Background: an optimization exercise with open tools, aiming at small area, a short achievable clock period and few clock cycles per item. Do not read the settings as production practice.
Where RTL was checked, it was by simulation tests only, not by an equivalence proof against the original.
Power and IR drop assume default switching activity.

==> run a <==
## ate1_pixel_unit
module ate1_pixel_unit (
    input  wire        clk,
    input  wire        rst,         
    input  wire        in_valid,
    output wire        in_ready,
    input  wire [3:0]  in_op,
    input  wire [63:0] in_d,
    input  wire [63:0] in_s,
    input  wire [16:0] in_t,
    output reg         out_valid,
    input  wire        out_ready,
    output reg  [63:0] out_p
);
export LEC_CHECK = 0
export CAP_MARGIN = 20
export CORE_MARGIN = 2
export CORE_UTILIZATION = 45
export CTS_CLUSTER_DIAMETER = 150
export CTS_CLUSTER_SIZE = 20
export GPL_ROUTABILITY_DRIVEN = 0
export SLEW_MARGIN = 20
export SYNTH_HIERARCHICAL = 1
create_clock -name core_clock -period 16.0 [get_ports {clk}]
standard.sh (not shown) runs the stock make flow with config.mk's settings and CLKGATE_MAP_FILE= SYNTH_SCRIPT=/design/flow/synth_recipe.tcl, a recipe that flattens the netlist after the stock synthesis.
==> flow/flow/run.sh <==
#!/bin/bash
# Standard layout (bash standard.sh) with two changes to how it is made:
# - timing repair aims to leave flow/setup_margin ns of setup slack, so it
#   works towards a shorter period than the 16 ns clock (the SDC is unchanged);
# - the port buffers that buffer_ports inserts are buf_1 cells.
# The make output goes to flow_make.log; ORFS's own logs are under orfs/logs.
set -euo pipefail
export SETUP_SLACK_MARGIN=$(cat flow/setup_margin)
export BUFFER_PORTS_ARGS="-buffer_cell sky130_fd_sc_hd__buf_1"
bash standard.sh > flow_make.log 2>&1
==> flow/flow/setup_margin <==
10.8
==> run b: changes against run a <==
--- a/flow/design.v
+++ b/flow/design.v
@@ -124,20 +124,18 @@
     reg [CW-1:0] ir_cw_a;
     reg        hold;            
     wire adv     = !hold;
     wire ir_free = !ir_valid || ir_last;
     assign in_ready = adv && ir_free;
     wire [1:0] nx_pass = ir_pass + 2'd1;
     wire [CW-1:0] cw_rgb_in  = decode(in_op, 2'd0, 1'b0, in_t[15], in_t[16]);
     wire [CW-1:0] cw_a_in    = decode(in_op, 2'd0, 1'b1, in_t[15], in_t[16]);
-    wire [3:0]    nx_op      = (ir_op == OP_MULTIPLY || ir_op == OP_DARKEN ||
-                                ir_op == OP_LIGHTEN) ? ir_op : OP_TLERP;
-    wire [CW-1:0] cw_rgb_nx  = decode(nx_op, nx_pass, 1'b0, 1'b0, 1'b0);
-    wire [CW-1:0] cw_a_nx    = decode(nx_op, nx_pass, 1'b1, 1'b0, 1'b0);
+    wire [CW-1:0] cw_rgb_nx  = decode(ir_op, nx_pass, 1'b0, ir_t[15], ir_t[16]);
+    wire [CW-1:0] cw_a_nx    = decode(ir_op, nx_pass, 1'b1, ir_t[15], ir_t[16]);
     wire in_lerp = (in_op == OP_LERP) && !in_t[16];
     reg  [67:0] s_in;
     reg  [16:0] df;
     integer c;
     always @(*) begin
         for (c = 0; c < 4; c = c + 1) begin
             df = {1'b0, in_s[16*c +: 16]} - {1'b0, in_d[16*c +: 16]};
             if (in_lerp)
@@ -940,40 +938,36 @@
     reg  [67:0] p2_add;
     reg  [7:0]  p2_ctl;          
     reg  [31:0] y1_x;
     reg  [16:0] y1_lo;
     reg  [71:0] y1_h;
     reg  [7:0]  y1_cs;
     reg  [5:0]  ct;
     reg  [15:0] xh;
-    reg         cy, gt, lt, keep0;
+    reg         cy, gt, pick1;
     reg  [17:0] h0;
     reg  [1:0]  cs0;
     always @(*) begin
         for (c = 0; c < 4; c = c + 1) begin
             ct    = p1_ctl[6*c +: 6];    
             h0    = p2_h[18*c +: 18];
             cs0   = p2_cs[2*c +: 2];
             y1_x  = p1_s[32*c +: 32] + p1_c[32*c +: 32];
             xh    = y1_x[31:16];
             y1_lo = {1'b0, y1_x[15:0]} + {1'b0, xh};
             cy    = ct[0] & y1_lo[16];
-            gt    = xh > h0[15:0];
-            lt    = xh < h0[15:0];
-            keep0 = ct[3] && (ct[4] ? gt : lt);
+            gt    = (xh > h0[15:0]) || (xh == h0[15:0] && cy && !cs0[0]);
+            pick1 = ct[4] ? !gt : gt;
             if (ct[2]) begin
                 y1_h[18*c +: 18] = h0 + {2'b00, xh};
                 y1_cs[2*c +: 2]  = cs0 + {1'b0, cy};
-            end else if (keep0) begin
+            end else if (ct[3] && !pick1) begin
                 y1_h[18*c +: 18] = h0;
                 y1_cs[2*c +: 2]  = cs0;
-            end else if (ct[3] && !gt && !lt) begin
-                y1_h[18*c +: 18] = h0;
-                y1_cs[2*c +: 2]  = {1'b0, ct[4] ? (cy & cs0[0]) : (cy | cs0[0])};
             end else begin
                 y1_h[18*c +: 18] = {2'b00, xh};
                 y1_cs[2*c +: 2]  = {1'b0, cy};
             end
         end
     end
     always @(posedge clk) begin
         if (rst) begin
==> flow/flow/setup_margin (replaced) <==
11.0
==> flow/config.mk (replaced) <==
export PLATFORM = sky130hd
export DESIGN_NAME = ate1_pixel_unit
export DESIGN_NICKNAME = ate1_pixel_unit
export VERILOG_FILES = /design/flow/design.v
export SDC_FILE = /design/flow/constraint.sdc
export NUM_CORES = 8
export LEC_CHECK = 0
export CAP_MARGIN = 20
export CORE_MARGIN = 2
export CORE_UTILIZATION = 45
export CTS_CLUSTER_DIAMETER = 200
export CTS_CLUSTER_SIZE = 20
export SLEW_MARGIN = 20
export SYNTH_HIERARCHICAL = 1
==> metrics.cfg <==
[routing]
routed_wl_um=225000
drtIter0Drc=5735
dr_wl_met3_um=27200

[power_and_ir_drop]
pwr-share-clk_pct=7.7
p_int_w=0.00863

[layout]
antenna_cells=4
instances_no_fill=9172

[synth]
yosys.area_share.simple_pct=13.5
synth.top_cell.area_share_pct=31.8

[status]
status=timing/DRC/antenna clean

Source of the figures above: run a

==> metrics.cfg <==
[status]
status=timing/DRC/antenna clean

[worst_setup_path]
critPathTopFamily=compound AO/OA/AOI/OAI gates
crit_type=register to register

[synth]
synth_ff_type=edfxtp_1
synth.top_cell.area_share_pct=31.6

[routing]
routed_wl_um=241000
dr_wl_met3_um=24900

[layout]
instances_no_fill=9402

[timing]
holdWs_ns=0.423
max_slew_margin_pct=26.0

[power_and_ir_drop]
p_int_w=0.00953
pwr-share-clk_pct=6.9

Source of the figures above: run b

No run of this note included a check of the RTL's function; only the layout flow was run.

* * *

==> inputs of 03-26 <==
ate1_pixel_unit, a different RTL version from the one above (not shown whole).
export LEC_CHECK = 0
export CAP_MARGIN = 20
export CORE_MARGIN = 2
export CORE_UTILIZATION = 35
export CTS_CLUSTER_DIAMETER = 200
export CTS_CLUSTER_SIZE = 20
export PLACE_DENSITY = 0.75
export SLEW_MARGIN = 20
export SYNTH_HIERARCHICAL = 1
create_clock -name core_clock -period 16.0 [get_ports {clk}]
==> flow/flow/run.sh <==
#!/bin/bash
# Standard layout (bash standard.sh) with two changes to how it is made:
# - timing repair aims to leave flow/setup_margin ns of setup slack, so it
#   works towards a shorter period than the 16 ns clock (the SDC is unchanged);
# - the port buffers that buffer_ports inserts are buf_2 cells.
# The make output goes to flow_make.log; ORFS's own logs are under orfs/logs.
set -euo pipefail
export SETUP_SLACK_MARGIN=$(cat flow/setup_margin)
export BUFFER_PORTS_ARGS="-buffer_cell sky130_fd_sc_hd__buf_2"
bash standard.sh > flow_make.log 2>&1
==> flow/flow/setup_margin <==
10.5
==> 04-14: changes against 03-26 <==
==> flow/flow/run.sh (replaced) <==
#!/bin/bash
# Standard layout (bash standard.sh) with two changes to how it is made:
# - timing repair aims to leave flow/setup_margin ns of setup slack, so it
#   works towards a shorter period than the 16 ns clock (the SDC is unchanged);
# - the port buffers that buffer_ports inserts are buf_1 cells.
# The make output goes to flow_make.log; ORFS's own logs are under orfs/logs.
set -euo pipefail
export SETUP_SLACK_MARGIN=$(cat flow/setup_margin)
export BUFFER_PORTS_ARGS="-buffer_cell sky130_fd_sc_hd__buf_1"
bash standard.sh > flow_make.log 2>&1
==> flow/flow/setup_margin (replaced) <==
10.7
CORE_UTILIZATION = 45   (was 35)
PLACE_DENSITY = unset   (was 0.75)
==> comparison table <==
metric                                                                 03-26                      04-14
Run status                                          timing/DRC/antenna clean   timing/DRC/antenna clean
Worst Tran Pin Value                                                 1070 ps                    1170 ps
Number of combinational gates with multiple inputs                      5381                       5380
Worst-path cell with the longest stage delay           sky130_fd_sc_hd__fa_1  sky130_fd_sc_hd__edfxtp_1
Internal cell power                                                  8.85 mW                    8.93 mW
Dpl cells                                                               9509                       9000
Worst hold slack after final layout                                   403 ps                     422 ps
Layout Cells excl Fill                                                  9685                       9162
Summed area of non-filler cells in the final layout               80500 um^2                 79800 um^2
Synth-to-Final Area Change                                             11.0%                      9.98%
Critical Setup Path Class                                            reg2reg                    reg2out
Combinational power share                                              69.9%                      70.1%
Die ar.                                                          211000 um^2                164000 um^2
Worst vdd ir                                                      0.000144 V                 0.000124 V
Placer congestion estimate                                             0.947                      0.943
Proportion of cell area occupied by multi-input gates                  60.3%                      61.1%
Leakage component of the power                                       35.4 nW                    35.0 nW
Last element of the critical path                                   p1_c[81]                   in_ready
Slew HR                                                                28.4%                      21.8%
Wire length of the first global-routing pass                       344000 um                  343000 um
Total power divided by cell area                                 205 nW/um^2                208 nW/um^2
Critical Path End Type                                                  flop             primary output
Post CTS Setup Buffer Count                                               71                         60
Testbench counts of 03-26, summed over its fixed seeds: cycles 42,153, items 32,000.
Testbench counts of 04-14, summed over its fixed seeds: cycles 42,153, items 32,000.

* * *

==> inputs of job 5959 <==
Starting RTL as in the previous note.
// ate1_pixel_unit
module ate1_pixel_unit (
    input  wire        clk,
    input  wire        rst,         
    input  wire        in_valid,
    output wire        in_ready,
    input  wire [3:0]  in_op,
    input  wire [63:0] in_d,
    input  wire [63:0] in_s,
    input  wire [16:0] in_t,
    output reg         out_valid,
    input  wire        out_ready,
    output reg  [63:0] out_p
);
export LEC_CHECK = 0
export CAP_MARGIN = 20
export CORE_MARGIN = 2
export CORE_UTILIZATION = 35
export CTS_CLUSTER_DIAMETER = 200
export CTS_CLUSTER_SIZE = 20
export SLEW_MARGIN = 20
export SYNTH_HIERARCHICAL = 1
create_clock -name core_clock -period 16.0 [get_ports {clk}]
==> flow/flow/run.sh <==
#!/bin/bash
# Standard layout (bash standard.sh) with two changes to how it is made:
# - timing repair aims to leave flow/setup_margin ns of setup slack, so it
#   works towards a shorter period than the 16 ns clock (the SDC is unchanged);
# - the port buffers that buffer_ports inserts are buf_2 cells.
# The make output goes to flow_make.log; ORFS's own logs are under orfs/logs.
set -euo pipefail
export SETUP_SLACK_MARGIN=$(cat flow/setup_margin)
export BUFFER_PORTS_ARGS="-buffer_cell sky130_fd_sc_hd__buf_2"
bash standard.sh > flow_make.log 2>&1
==> flow/flow/setup_margin <==
10.5
==> job 1415 (differences from job 5959) <==
==> flow/flow/run.sh (replaced) <==
#!/bin/bash
# Standard layout (bash standard.sh) with two changes to how it is made:
# - timing repair aims to leave flow/setup_margin ns of setup slack, so it
#   works towards a shorter period than the 16 ns clock (the SDC is unchanged);
# - the port buffers that buffer_ports inserts are buf_1 cells.
# The make output goes to flow_make.log; ORFS's own logs are under orfs/logs.
set -euo pipefail
export SETUP_SLACK_MARGIN=$(cat flow/setup_margin)
export BUFFER_PORTS_ARGS="-buffer_cell sky130_fd_sc_hd__buf_1"
bash standard.sh > flow_make.log 2>&1
==> flow/flow/setup_margin (replaced) <==
10.8
--- a/flow/config.mk
+++ b/flow/config.mk
@@ -7,8 +7,10 @@
 export LEC_CHECK = 0
 export CAP_MARGIN = 20
 export CORE_MARGIN = 2
-export CORE_UTILIZATION = 35
+export CORE_UTILIZATION = 45
 export CTS_CLUSTER_DIAMETER = 200
 export CTS_CLUSTER_SIZE = 20
+export GPL_ROUTABILITY_DRIVEN = 0
 export SLEW_MARGIN = 20
 export SYNTH_HIERARCHICAL = 1
+export TNS_END_PERCENT = 50
==> job 6733 (differences from job 5959) <==
==> flow/flow/run.sh (replaced) <==
#!/bin/bash
# Standard layout (bash standard.sh) with two changes to how it is made:
# - timing repair aims to leave flow/setup_margin ns of setup slack, so it
#   works towards a shorter period than the 16 ns clock (the SDC is unchanged);
# - the port buffers that buffer_ports inserts are buf_1 cells.
# The make output goes to flow_make.log; ORFS's own logs are under orfs/logs.
set -euo pipefail
export SETUP_SLACK_MARGIN=$(cat flow/setup_margin)
export BUFFER_PORTS_ARGS="-buffer_cell sky130_fd_sc_hd__buf_1"
bash standard.sh > flow_make.log 2>&1
==> flow/flow/setup_margin (replaced) <==
10.7
--- a/flow/config.mk
+++ b/flow/config.mk
@@ -7,7 +7,7 @@
 export LEC_CHECK = 0
 export CAP_MARGIN = 20
 export CORE_MARGIN = 2
-export CORE_UTILIZATION = 35
+export CORE_UTILIZATION = 55
 export CTS_CLUSTER_DIAMETER = 200
 export CTS_CLUSTER_SIZE = 20
 export SLEW_MARGIN = 20
==> run summary <==
	job 1415	job 5959	job 6733
Result of the run	timing/DRC/antenna clean	timing/DRC/antenna clean	timing/DRC/antenna clean
Slew at the pin closest to its max-slew limit	1190 ps	1060 ps	1110 ps
Area of placed instances	76400 um^2	77400 um^2	76100 um^2
Final worst path period share	33.2%	33.6%	32.5%
Fraction of layout cells with a size suffix above 1	11.5%	12.5%	11.2%
Clock-pin slew on the worst setup and hold paths	90 ps	110 ps	100 ps
Least setup slack across all paths after layout	10690 ps	10620 ps	10800 ps
Final clock-cell share	1.51%	1.52%	1.54%
Initial antenna violation count	20	24	22
Detail-routed net length per standard cell	25.4 um	24.0 um	25.4 um
Power after layout	0.0168 W	0.0165 W	0.0168 W
CP most frequent cell	o21ai_0	fa_1	-
Final worst clock skew	57.0 ps	45.9 ps	39.1 ps
Design area	80500 um^2	80400 um^2	80000 um^2
Cell Count Post-Placement	8998	9529	8595
Power drawn by the combinational cells	0.0118 W	0.0115 W	0.0118 W
Portion of total power attributed to sequential cells	22.3%	22.7%	22.3%
Top fanout value on the critical path	3	50	3
Power per cell area	208 nW/um^2	205 nW/um^2	210 nW/um^2
Maximum VDD drop	143 uV	176 uV	142 uV
Reg2Reg Depth	11	13	13
Cell with the largest stage delay on the worst path	ha_1	fa_1	ha_1
Overall Global Routing Usage	28.2%	21.7%	33.1%
Global-route wire length before repair	348000 um	347000 um	338000 um
Testbench counts of job 5959, summed over its fixed seeds: cycles 42,153, items 32,000.
Testbench counts of job 1415, summed over its fixed seeds: cycles 42,153, items 32,000.
Testbench counts of job 6733, summed over its fixed seeds: cycles 42,153, items 32,000.

[afterwards: timing with drivers on the ports]
Ports are ideal in the flow. The routed layouts listed here were re-timed in OpenROAD. Step 1 sets driving cells, clkbuf_16 on the clock port and buf_2 on the other inputs (assumed; they add their load-dependent delay and slew). Step 2 adds t to the input delays and takes it off the output delays; t is the mean of the earliest and latest rising clock arrival at the registers after step 1. Input paths then give back, and output paths get back, about the clock's delay inside the block. Slacks: ideal / step 1 / step 2; pairs: ideal / step 1.
run | t (ns) | setup slack, ns | worst register clock-pin slew, ns | pins driven straight from the clock port
run a | 0.746 | 10.728 / 10.728 / 10.204 | 0.11 / 0.11 | 1
run b | 0.762 | 10.803 / 10.803 / 10.214 | 0.11 / 0.11 | 1
03-26 | 0.750 | 10.527 / 10.527 / 9.914 | 0.12 / 0.12 | 1
04-14 | 0.750 | 10.758 / 10.673 / 10.029 | 0.10 / 0.10 | 1
job 5959 | 0.758 | 10.622 / 10.608 / 9.944 | 0.12 / 0.12 | 1
job 1415 | 0.764 | 10.687 / 10.622 / 9.859 | 0.11 / 0.11 | 1
job 6733 | 0.743 | 10.799 / 10.737 / 9.994 | 0.11 / 0.11 | 1
After both steps setup and hold are still met in every run listed. The setup slack of job 1415, which loses most, moves by -0.065 ns with the drivers and by -0.828 ns with both steps.
